What follows belongs to an exercise in optimizing a design on an open flow for small area, a short achievable clock period and few clock cycles per item; a production flow would make more cautious choices. Function was checked by simulation only, so behaviour that the tests miss may differ from the original. No activity file was given, so power comes from the tool's default toggle rates.

===== design/flow/run.sh =====
#!/bin/bash
# synth_recipe.tcl (not shown) runs the flow's synth.tcl, then flattens the netlist and writes it again
# the make line also repeats each setting of config.mk as NAME=value (left out here)
make -C /OpenROAD-flow-scripts/flow DESIGN_CONFIG=/design/flow/config.mk WORK_HOME=/design/flow/orfs CLKGATE_MAP_FILE= SYNTH_SCRIPT=/design/flow/synth_recipe.tcl finish

===== design/flow/config.mk =====
export PLATFORM = sky130hd
export DESIGN_NAME = pulse_tx_codec
export DESIGN_NICKNAME = pulse_tx_codec
export VERILOG_FILES = /design/flow/design.v
export SDC_FILE = /design/flow/constraint.sdc
export NUM_CORES = 4
export LEC_CHECK = 0
export CAP_MARGIN = 20
export CORE_MARGIN = 2
export CORE_UTILIZATION = 40
export SLEW_MARGIN = 20

===== design/flow/constraint.sdc =====
create_clock -name core_clock -period 8.0 [get_ports {clk}]
set_input_delay 1.6000 -clock core_clock [delete_from_list [all_inputs] [get_ports {clk}]]
set_output_delay 1.6000 -clock core_clock [all_outputs]
set_load 0.01 [all_outputs]

===== design/flow/design.v =====
module pulse_tx_codec (
    input  wire       clk,
    input  wire       rst,         
    input  wire       in_valid,
    input  wire [7:0] in_data,
    input  wire       in_last,
    output wire       in_ready,
    output wire       out_valid,
    output wire [7:0] out_data,
    input  wire       out_ready
);
    localparam [7:0] FLAG = 8'h55;
    localparam [1:0] S_IDLE  = 2'd0;    
    localparam [1:0] S_FILL  = 2'd1;    
    localparam [1:0] S_DRAIN = 2'd2;    
    localparam [1:0] S_CLOSE = 2'd3;    
    function [31:0] crc32_byte(input [31:0] crc_in, input [7:0] d);
        integer k;
        reg [31:0] r;
        begin
            r = crc_in ^ {24'd0, d};
            for (k = 0; k < 8; k = k + 1)
                r = r[0] ? ((r >> 1) ^ 32'hEDB8_8320) : (r >> 1);
            crc32_byte = r;
        end
    endfunction
    reg [1:0]  state;
    reg        lead;         
    reg [7:0]  buf_mem [0:253];
    reg [7:0]  n;            
    reg [7:0]  rd;           
    reg [7:0]  code;         
    reg        fcs_phase;    
    reg [1:0]  fcs_idx;
    reg        end_after;    
    reg        tail_empty;   
    reg [31:0] crc;
    wire [31:0] fcs = ~crc;
    wire [7:0]  fcs_byte = (fcs_idx == 2'd0) ? fcs[7:0]   :
                           (fcs_idx == 2'd1) ? fcs[15:8]  :
                           (fcs_idx == 2'd2) ? fcs[23:16] : fcs[31:24];
    assign in_ready = (state == S_IDLE) || ((state == S_FILL) && !fcs_phase);
    wire        take_in  = in_valid && in_ready;
    wire        take_fcs = (state == S_FILL) && fcs_phase;
    wire        take     = take_in || take_fcs;
    wire [7:0]  x        = fcs_phase ? fcs_byte : in_data;
    wire        x_last   = fcs_phase && (fcs_idx == 2'd3);
    wire [7:0] drain_byte = (rd == 8'd0) ? code : buf_mem[rd - 8'd1];
    wire [7:0] drain_wire = (drain_byte == FLAG) ? 8'h00 : drain_byte;
    assign out_valid = lead || (state == S_DRAIN) || (state == S_CLOSE);
    assign out_data  = (lead || state == S_CLOSE) ? FLAG : drain_wire;
    always @(posedge clk) begin
        if (rst) begin
            state      <= S_IDLE;
            lead       <= 1'b0;
            n          <= 8'd0;
            rd         <= 8'd0;
            code       <= 8'd0;
            fcs_phase  <= 1'b0;
            fcs_idx    <= 2'd0;
            end_after  <= 1'b0;
            tail_empty <= 1'b0;
            crc        <= 32'hFFFF_FFFF;
        end else begin
            if (lead && out_ready)
                lead <= 1'b0;
            if (take) begin
                if (state == S_IDLE)
                    lead <= 1'b1;
                if (take_in) begin
                    crc <= crc32_byte((state == S_IDLE) ? 32'hFFFF_FFFF : crc, in_data);
                    if (in_last)
                        fcs_phase <= 1'b1;
                end
                if (take_fcs)
                    fcs_idx <= fcs_idx + 2'd1;
                rd <= 8'd0;
                if (x == 8'h00) begin
                    code       <= n + 8'd1;
                    end_after  <= 1'b0;
                    tail_empty <= x_last;
                    state      <= S_DRAIN;
                end else begin
                    buf_mem[n] <= x;
                    n          <= n + 8'd1;
                    tail_empty <= 1'b0;
                    if (n == 8'd253) begin
                        code      <= 8'hFF;
                        end_after <= x_last;
                        state     <= S_DRAIN;
                    end else if (x_last) begin
                        code      <= n + 8'd2;
                        end_after <= 1'b1;
                        state     <= S_DRAIN;
                    end else begin
                        state     <= S_FILL;
                    end
                end
            end
            case (state)
                S_DRAIN: if (!lead && out_ready) begin
                    if (rd == code - 8'd1) begin
                        n  <= 8'd0;
                        rd <= 8'd0;
                        if (tail_empty) begin
                            code       <= 8'd1;
                            end_after  <= 1'b1;
                            tail_empty <= 1'b0;
                        end else if (end_after) begin
                            state <= S_CLOSE;
                        end else begin
                            state <= S_FILL;
                        end
                    end else begin
                        rd <= rd + 8'd1;
                    end
                end
                S_CLOSE: if (out_ready) begin
                    state     <= S_IDLE;
                    fcs_phase <= 1'b0;
                    fcs_idx   <= 2'd0;
                end
                default: ;
            endcase
        end
    end
endmodule

==> flow_summary.toml, run 1 <==
[floorplanning]
rows = 168
design.core.area_mm2 = 0.210
die_w_um = 464
die_area_mm2 = 0.215
fp.dieH_um = 464
initial_utilization_pct = 40.3
pin_count = 23

[worst_setup_path]
worstSetupPathType = "flop to output pin"
regToRegSetupSlack_ps = 2380
cp.arrival_ps = 6360
max_stage_delay_ps = 910
ff2ff_path_depth = 12
worstReg2RegEnd = "buf_mem[207][6]"
start_kind = "flop"
worst_path_max_delay_cell = "o2111ai_1"
crit_chain = "nor4_1 -> nor2_4 -> nand2_1 -> o2111ai_1 -> o311a_1 -> o41ai_2 -> a41o_2 -> nor4_4 -> a32oi_1 -> clkdlybuf4s50_1"
cp.required_ps = 6400
crit_fanout = 19
critPathCaptureType = "output pin"
r2r-start = "fcs_idx[0]"

[pwr]
p_per_area_mw_per_mm2 = 244
peakVddDrop_mv = 0.260
internal-power_mw = 18.0
seqPwrFrac_pct = 52.9
swShare_pct = 22.4
pwr-share-clk_pct = 41.2
p_comb_share_pct = 5.9
switchingPower_mw = 5.20
leakage_nw = 29.4
p_total_mw = 23.2

[worst_hold_path]
hold_path_depth = 1
hold_path.class = "flop to flop"
hold_path_end = "crc[31]"
hold_path_startpoint = "crc[31]"

[yosys]
synth-seq-cells = 2096
synth-edff-count = 2032
syn-num-nets = 4576
synth_cells = 4550
synth_top_flop_cell = "edfxtp_1"
synth_warnings = 1
synth_area_per_cell_um2 = 18.6
yosys.area.top_type = "edfxtp_1"
syn-cell-area_mm2 = 0.0845
synth_cell_types = 92
ys_seq_area_share_pct = 73.7
synth_area_leaders = "edfxtp_1, mux4_2, nand2_1"
synth_top_area_share_pct = 72.2
async_flop_share_pct = 0

[clock_tree]
cts_tree = "done"
numCtsBuffers = 206
numClockSinks = 2096
clockBufferDepth = 3
clk_pin_slew_ps = 60
clk_latency_ps = 870
cts-root-buf = "clkbuf_16"
h-tree-depth = 4

[timing]
drv_slew = 0
tightest_slew_ps = 1190
rsz0062_at_grt = "true"
min_period_over_period_pct = 99.4
clock_skew_ps = 54.0
fin_setup_tns_ps = 0
hold_viol_final = 0
setup_violations = 0
max_freq_ghz = 0.126
slew_headroom_pct = 20.5
layout_setup_ws_ps = 44.7
period_needed_ps = 7960

[outcome]
status = "timing/DRC/antenna clean"

[detailed_routing]
wirelength_um = 225000
antenna_left = 0
wire_per_inst_um = 29.5
firstDrtPassIters = 5
route.detailed.vias_per_inst = 5.82
num_vias = 44439
drt-initial-drc-count = 5553
drc = 0

[placed_design]
gp_congestion = 0.856
dp_worst_setup_slack_ps = 921
io_buffers = 22
dp_hpwl_um = 136000
placed_area_mm2 = 0.0883

[global_route]
grt_max_degree = 191
track_usage_pct = 20.7
grt_pass1_wl_um = 324000
grt_overflow = 0
antenna_found_initial = 11
grt_pass1_vias = 43783

[cells_and_area]
final_cell_area_mm2 = 0.0951
fill_cells = 17959
final_nets = 4688
post-route-util_pct = 45.3
drive_gt1_share_pct = 20.9
syn_to_final_growth_pct = 12.6
seqCellArea_mm2 = 0.0623
multi_input_area_mm2 = 0.0206

[flow_run]
maxCapViolCount = 0
## cells in the mapped netlist, types with 17 or more instances
cell and instances:
xor2_1 29, nand3_1 100, mux2i_1 77, a32oi_1 53, o21ai_0 32, clkbuf_1 121
mux4_2 478, nor2b_1 31, nand2_1 471, nor2_1 385, a211o_1 35, a21oi_1 36
buf_2 75, buf_6 39, inv_1 18, dfxtp_1 64, a31oi_1 28, nand4_1 48
and3_1 17, xnor2_1 86, edfxtp_1 2032, a211oi_1 23, buf_4 34
## through the flow
stage / std cells / hold WS (ps)
after global routing: 7638 / 508
after floorplan: 4550 / 451
final: 7642 / 485
after global placement: 7250 / 465
after detailed placement: 7250 / 474
after CTS: 7628 / 490
## what timing repair did
item | in CTS | in global routing
setup buffers | 0 | 7
endpoints found under the setup margin | 0 | 4
hold buffers | 0 | 0
resized for setup | 0 | 3
## worst max-delay path, delay by kind of cell, from the launching register on
family                 cells  cell delay (ps)
AO/OA/AOI/OAI              5             2120
buffers and inverters      1              580
flip-flops                 1              820
AND/OR/NAND/NOR            4             1990
## cells by family (layout without fill, tap and decap cells)
| kind of cell | after synthesis | count (layout) | synth area share (%) |
|---|---|---|---|
| DFF | 2096 | 2096 | 73.7 |
| and+or+nand+nor | 1126 | 1126 | 5.74 |
| muxes | 572 | 572 | 14.0 |
| AOI/OAI and AO/OA | 321 | 321 | 2.93 |
| buffers and inverters | 304 | 586 | 2.10 |
| xor gates and xnor gates | 118 | 118 | 1.26 |
| adders and majority gates | 13 | 13 | 0.193 |
| other | 0 | 5 | 0 |
## metal layers
metal | vias to the layer above | track usage, % | part of all wire [%]
li1 | 18489 | - | -
met1 | 23626 | 29.4 | 41
met2 | 1954 | 32.7 | 48
met3 | 362 | 3.76 | 8.0
met4 | 8 | 6.58 | 3.0
met5 | - | 0 | 0.022
## worst max-delay path by stage
stage | startpoint | end | slack, ps | depth (start not counted)
after global routing | rd[1] | out_data[2] | -20 | 12
after detailed placement | rd[0] | out_data[2] | 920 | 13
after CTS | rd[0] | out_data[2] | 8 | 13
after floorplan | in_data[0] | buf_mem[0][0] | 1780 | 2
final | rd[3] | out_data[0] | 40 | 10
after global placement | rd[0] | out_data[6] | 920 | 13
## cell type report
cell class / count / share of cell area [%]
Clock buffer: 246 / 5.64
Clock inverter: 132 / 1.38
Inverter: 19 / 0.0776
Multi-Input combinational cell: 2150 / 21.7
Tap cell: 2805 / 3.69
Sequential cell: 2096 / 65.5
Antenna cell: 5 / 0.0132
Timing Repair Buffer: 189 / 1.98
## state kept, by name (all words and copies together) (netlist names), 2 cells and up
register  count
crc          32
code          8
rd            8
n             8
fcs_idx       2
state         2
buf_mem    2032
## layout by cell type (no fill, tap or decap), types with 9 or more instances in the layout
master              n
a211o_1            35
a211oi_1           23
a21oi_1            36
a311oi_1           12
a31oi_1            27
a32o_1             12
a32oi_1            51
and3_1             17
buf_12             30
buf_4             135
bufinv_16          17
clkbuf_1           35
clkbuf_16         207
clkdlybuf4s50_1    21
clkinv_1           56
clkinv_2           31
dfxtp_1            62
edfxtp_1         2032
ha_1               12
inv_1              18
mux2i_1            76
mux4_1              9
mux4_2            478
nand2_1           459
nand2_2            10
nand2b_1            9
nand3_1            96
nand4_1            48
nor2_1            382
nor2b_1            31
nor3_1             14
o2111ai_1          10
o21ai_0            28
o311ai_0           13
xnor2_1            85
xor2_1             29
## power groups by stage
stage | Combinational, mW | Sequential [mW] | Clock [mW]
floorplan | 0.840 | 12.6 | 0
global placement | 1.35 | 12.5 | 0
detailed placement | 1.37 | 12.5 | 0
CTS | 1.38 | 12.3 | 9.70
global route | 1.47 | 12.3 | 10.1
finish | 1.37 | 12.3 | 9.58
Testbench counts, summed over its fixed seeds: cycles 188,669, items 900.
==> run 2: changes to the inputs <==
==> design/flow/design.v (replaced) <==
module pulse_tx_codec (
    input  wire       clk,
    input  wire       rst,         
    input  wire       in_valid,
    input  wire [7:0] in_data,
    input  wire       in_last,
    output wire       in_ready,
    output wire       out_valid,
    output wire [7:0] out_data,
    input  wire       out_ready
);
    localparam [7:0] FLAG = 8'h55;
    localparam [2:0] W_IDLE  = 3'd0;    
    localparam [2:0] W_START = 3'd1;    
    localparam [2:0] W_DATA  = 3'd2;    
    localparam [2:0] W_FCS   = 3'd3;    
    localparam [2:0] W_CLOSE = 3'd4;    
    function [31:0] crc32_byte(input [31:0] crc_in, input [7:0] d);
        integer k;
        reg [31:0] r;
        begin
            r = crc_in ^ {24'd0, d};
            for (k = 0; k < 8; k = k + 1)
                r = r[0] ? ((r >> 1) ^ 32'hEDB8_8320) : (r >> 1);
            crc32_byte = r;
        end
    endfunction
    reg  [256*9-1:0] ring;
    reg  [7:0]  p;           
    reg  [7:0]  r;           
    reg  [7:0]  w;           
    reg  [8:0]  count;       
    reg  [2:0]  wst;
    reg  [7:0]  run;         
    reg  [1:0]  fidx;
    reg  [31:0] crc;
    reg         ov;
    reg  [7:0]  od;
    wire [8:0]  head = ring[256*9-1 -: 9];
    wire        head_term = head[8];
    wire [254:0] tb;
    genvar gi;
    generate
        for (gi = 1; gi <= 255; gi = gi + 1) begin : g_tb
            assign tb[gi-1] = ring[(255-gi)*9 + 8];
        end
    endgenerate
    reg  [7:0]  tdist;
    reg         found;
    integer     j;
    always @* begin
        tdist  = 8'd0;
        found = 1'b0;
        for (j = 254; j >= 0; j = j - 1)
            if (tb[j]) begin
                tdist  = j + 1;
                found = 1'b1;
            end
    end
    wire        nonempty  = (count != 9'd0);
    wire        at_head   = nonempty && (p == r);
    wire        code_ok   = found && ({1'b0, tdist} < count);
    wire        is_code   = head_term && !head[0];
    wire        can_load  = !ov || out_ready;
    wire        consume   = at_head && can_load && (!is_code || code_ok);
    wire [7:0]  code_wire = (tdist == FLAG) ? 8'h00 : tdist;
    wire [7:0]  rd_byte   = is_code ? code_wire : head[7:0];
    wire [7:0]  fcs_byte  = ~crc[7:0];
    wire [7:0]  x         = (wst == W_FCS) ? fcs_byte : in_data;
    reg         has_slot;
    reg  [8:0]  nslot;
    reg         uses_x;
    always @* begin
        has_slot = 1'b0;
        nslot    = {1'b1, 8'h00};
        uses_x   = 1'b0;
        case (wst)
            W_IDLE:  begin has_slot = in_valid; nslot = {1'b1, FLAG}; end
            W_START: begin has_slot = 1'b1; end
            W_DATA, W_FCS: begin
                has_slot = (wst == W_FCS) || in_valid || (run == 8'd254);
                if (run != 8'd254) begin
                    uses_x = 1'b1;
                    if (x != 8'h00)
                        nslot = {1'b0, (x == FLAG) ? 8'h00 : x};
                end
            end
            W_CLOSE: begin has_slot = 1'b1; nslot = {1'b1, FLAG}; end
            default: ;
        endcase
    end
    wire        can_write = !nonempty || ((p == w) && (!count[8] || consume));
    wire        write     = has_slot && can_write;
    wire        take_in   = write && uses_x && (wst == W_DATA);
    assign in_ready  = (wst == W_DATA) && (run != 8'd254) && can_write;
    assign out_valid = ov;
    assign out_data  = od;
    always @(posedge clk) begin
        p    <= p + 8'd1;
        ring <= {ring[255*9-1:0], write ? nslot : head};
        if (rst) begin
            count <= 9'd0;
            wst   <= W_IDLE;
            run   <= 8'd0;
            fidx  <= 2'd0;
            ov    <= 1'b0;
        end else begin
            if (consume) begin
                ov <= 1'b1;
                od <= rd_byte;
                r  <= p + 8'd1;
            end else if (out_ready) begin
                ov <= 1'b0;
            end
            if (write) begin
                w <= p + 8'd1;
                if (!nonempty)
                    r <= p;
            end
            count <= count + {8'd0, write} - {8'd0, consume};
            if (write) begin
                case (wst)
                    W_IDLE:  begin wst <= W_START; crc <= 32'hFFFF_FFFF; end
                    W_START: begin wst <= W_DATA; run <= 8'd0; end
                    W_DATA, W_FCS: begin
                        if (!uses_x || x == 8'h00)
                            run <= 8'd0;
                        else
                            run <= run + 8'd1;
                        if (uses_x) begin
                            if (wst == W_DATA) begin
                                crc <= crc32_byte(crc, in_data);
                                if (in_last) begin
                                    wst  <= W_FCS;
                                    fidx <= 2'd0;
                                end
                            end else begin
                                crc  <= {8'hFF, crc[31:8]};
                                fidx <= fidx + 2'd1;
                                if (fidx == 2'd3)
                                    wst <= W_CLOSE;
                            end
                        end
                    end
                    W_CLOSE: wst <= W_IDLE;
                    default: wst <= W_IDLE;
                endcase
            end
        end
    end
endmodule
==> run 2 against run 1 <==
Effect of this change: combinational power shrank 29%; clock power increased by 5%; sequential power increased by 3%; sequential cell count grew 295; worst setup slack improved by 1200 ps; critical endpoint is now count[8]; largest power group unchanged; clock skew fell by 23 ps; still clean on timing, DRC and antenna; routed wire length fell by 68%; global-route usage decreased by 10 points; via count shrank 46%; cell count shrank 26%; utilization grew 1.8 points.
==> flow_summary.toml, run 2 <==
[detailed_routing]
route.detailed.vias_per_inst = 4.22
antenna_left = 0
wirelength_um = 71800
drt-initial-drc-count = 1374
wire_per_inst_um = 12.7
num_vias = 23897
firstDrtPassIters = 5
drc = 0

[yosys]
synth_area_per_cell_um2 = 15.9
synthMostInstantiatedCell = "dfxtp_1"
yosys.area.top_type = "dfxtp_1"
synth-seq-cells = 2391
syn-cell-area_mm2 = 0.0550
synth_warnings = 1
ys_seq_area_share_pct = 88.0
async_flop_share_pct = 0
synth_top_area_share_pct = 84.9
synth_cell_types = 86
syn-num-nets = 3504
synth_common_cells = "dfxtp_1, nor2_1, nor4_1, nand2_1, a21oi_1"
synth-edff-count = 56
synth_area_leaders = "dfxtp_1, edfxtp_1, nor4_1"
synth_cells = 3467
synth_top_flop_cell = "dfxtp_1"

[worst_setup_path]
ff2ff_path_depth = 30
worstSetupPathType = "flop to flop"
crit_end = "count[8]"
crit_fanout = 8
cp.arrival_ps = 7450
worstReg2RegEnd = "count[8]"
max_stage_delay_ps = 800
startpoint = "ring[611]"
critPathMostFrequentCell = "a21oi_1"
cp.required_ps = 8730
worst_path_max_delay_cell = "a2111oi_0"
regToRegSetupSlack_ps = 1280
r2r-start = "ring[611]"
start_kind = "flop"
critPathCaptureType = "flop"

[timing]
max_freq_ghz = 0.149
tightest_slew_ps = 1060
period_needed_ps = 6720
hold_viol_final = 0
fin_setup_tns_ps = 0
drv_slew = 0
setup_violations = 0
clock_skew_ps = 31.2
min_period_over_period_pct = 84.0
rsz0062_at_grt = "false"
layout_setup_ws_ps = 1280
slew_headroom_pct = 28.6

[clock_tree]
cts-root-buf = "clkbuf_16"
post_cts_buffers = 0
numCtsBuffers = 209
numClockSinks = 2391
cts_resized = 0
cts_tree = "done"
cts_hold_buf = 0
clk_pin_slew_ps = 60
h-tree-depth = 4
clockBufferDepth = 3
clk_latency_ps = 800

[floorplanning]
die_area_mm2 = 0.141
initial_utilization_pct = 40.2
fp.dieH_um = 375
die_w_um = 375
pin_count = 23
design.core.area_mm2 = 0.137
rows = 136

[cells_and_area]
fill_cells = 11582
top_register = "ring"
largest_register_ff_count = 2304
drive_gt1_share_pct = 10.1
syn_to_final_growth_pct = 17.5
reg.largest.list = "ring (2304), crc (32), count (9)"
final_nets = 3723
final_common_cell = "dfxtp_1"
layout_common_cells = "dfxtp_1, clkbuf_16, nor2_1"

[pwr]
p_per_area_mw_per_mm2 = 367
leakage_nw = 24.8
peakVddDrop_mv = 0.220

[global_route]
grt_max_degree = 48
antenna_found_initial = 7
grt_pass1_wl_um = 119000
grt_pass1_vias = 23075
track_usage_pct = 10.3
grt_overflow = 0

[placed_design]
dp_worst_setup_slack_ps = 1380
dp_hpwl_um = 40100
io_buffers = 22
gp_congestion = 0.827

[worst_hold_path]
hold_path.class = "flop to flop"

[flow_run]
maxCapViolCount = 0

[outcome]
status = "timing/DRC/antenna clean"
-- run 2: per-stage QoR --
step	instances	power [mW]	instance area, um^2	hold WS (ps)	utilization (%)
6_report	5663	23.7	64600	296	47.2
5_1_grt	5662	24.7	64600	304	47.2
4_1_cts	5662	24.0	64600	290	47.2
3_5_place_dp	5269	13.9	57400	312	41.9
3_3_place_gp	5269	13.9	57400	310	41.9
2_1_floorplan	3467	13.6	55000	310	-
-- run 2: kinds of logic (layout without fill, tap and decap cells) --
logic type      Yosys count  count (layout)  synth area share (%)
compound gates          317             317                  3.88
xor+xnor                 78              78                  1.24
fa+ha+maj                24              24                 0.559
buf+inv                  91             492                 0.725
flops                  2391            2391                  88.0
mux                       4               4                0.0796
other cells               0               1                     0
simple gates            562             562                  5.51
-- run 2: how the worst min path moves through the flow --
stage | end | slack [ps] | start | cells after the start
6_report | ring[1984] | 300 | ring[1975] | 0
5_1_grt | ring[1870] | 300 | ring[1861] | 0
4_1_cts | ring[1870] | 290 | ring[1861] | 0
3_5_place_dp | ring[1114] | 310 | ring[1105] | 0
3_3_place_gp | ring[835] | 310 | ring[826] | 0
2_1_floorplan | ring[1000] | 310 | ring[991] | 0
-- run 2: critical path: cells and delay by family (launching register included) --
family	cells	cell delay (ps)
compound gates	16	3600
simple gates	7	1650
fa+ha+maj	4	860
flops	1	360
buf+inv	3	170
-- run 2: metal layers --
layer  vias to the layer above  track usage, %  wire length [um]
met5                         -               0                39
met2                       450            12.9             26300
met3                       176            3.32              4270
met1                     11178            15.8             39000
li1                      12087               -                 -
met4                         6            4.80              2160
-- run 2: area by class of cell --
cell class                      instances  area [um^2]  share of cell area, %
Sequential cell                      2391        48400                   74.9
Multi-Input combinational cell        985         6240                   9.65
Timing Repair Buffer                   30          280                  0.434
Tap cell                             1794         2240                   3.47
Clock buffer                          299         6020                   9.31
Clock inverter                         94         1170                   1.80
Inverter                               69          259                  0.401
Antenna cell                            1         2.50                0.00387
-- run 2: report_power, final --
| part | internal (mW) | switching (mW) |
|---|---|---|
| clock | 5.78 | 4.27 |
| sequential | 12.5 | 0.224 |
| combinational | 0.402 | 0.572 |
| total | 18.7 | 5.07 |
Testbench counts of run 2, summed over its fixed seeds: cycles 97,641, items 900.

## port drivers added, routing unchanged
The results above use ideal ports. As a check the final layouts listed here were re-extracted and re-timed, cells and wires unchanged.
Step 1 sets driving cells, clkbuf_16 on the clock port and buf_2 on the other inputs (assumed; they add their load-dependent delay and slew).
Step 2 also shifts input and output timing later by t, the mid clock arrival at the registers, as if the neighbouring blocks saw the same clock.
Three values: no drivers, after step 1, after step 2; two values: the first two.
run	shift t [ns]	setup slack, ns	worst hold slack (ns)	worst register clock-pin slew, ns
run 1	0.946	0.045 / -0.056 / 0.890	0.485 / 0.485 / 0.485	0.07 / 0.07
run 2	0.865	1.279 / 1.279 / 1.279	0.296 / 0.296 / 0.296	0.07 / 0.07
After both steps every run listed still meets setup and hold.
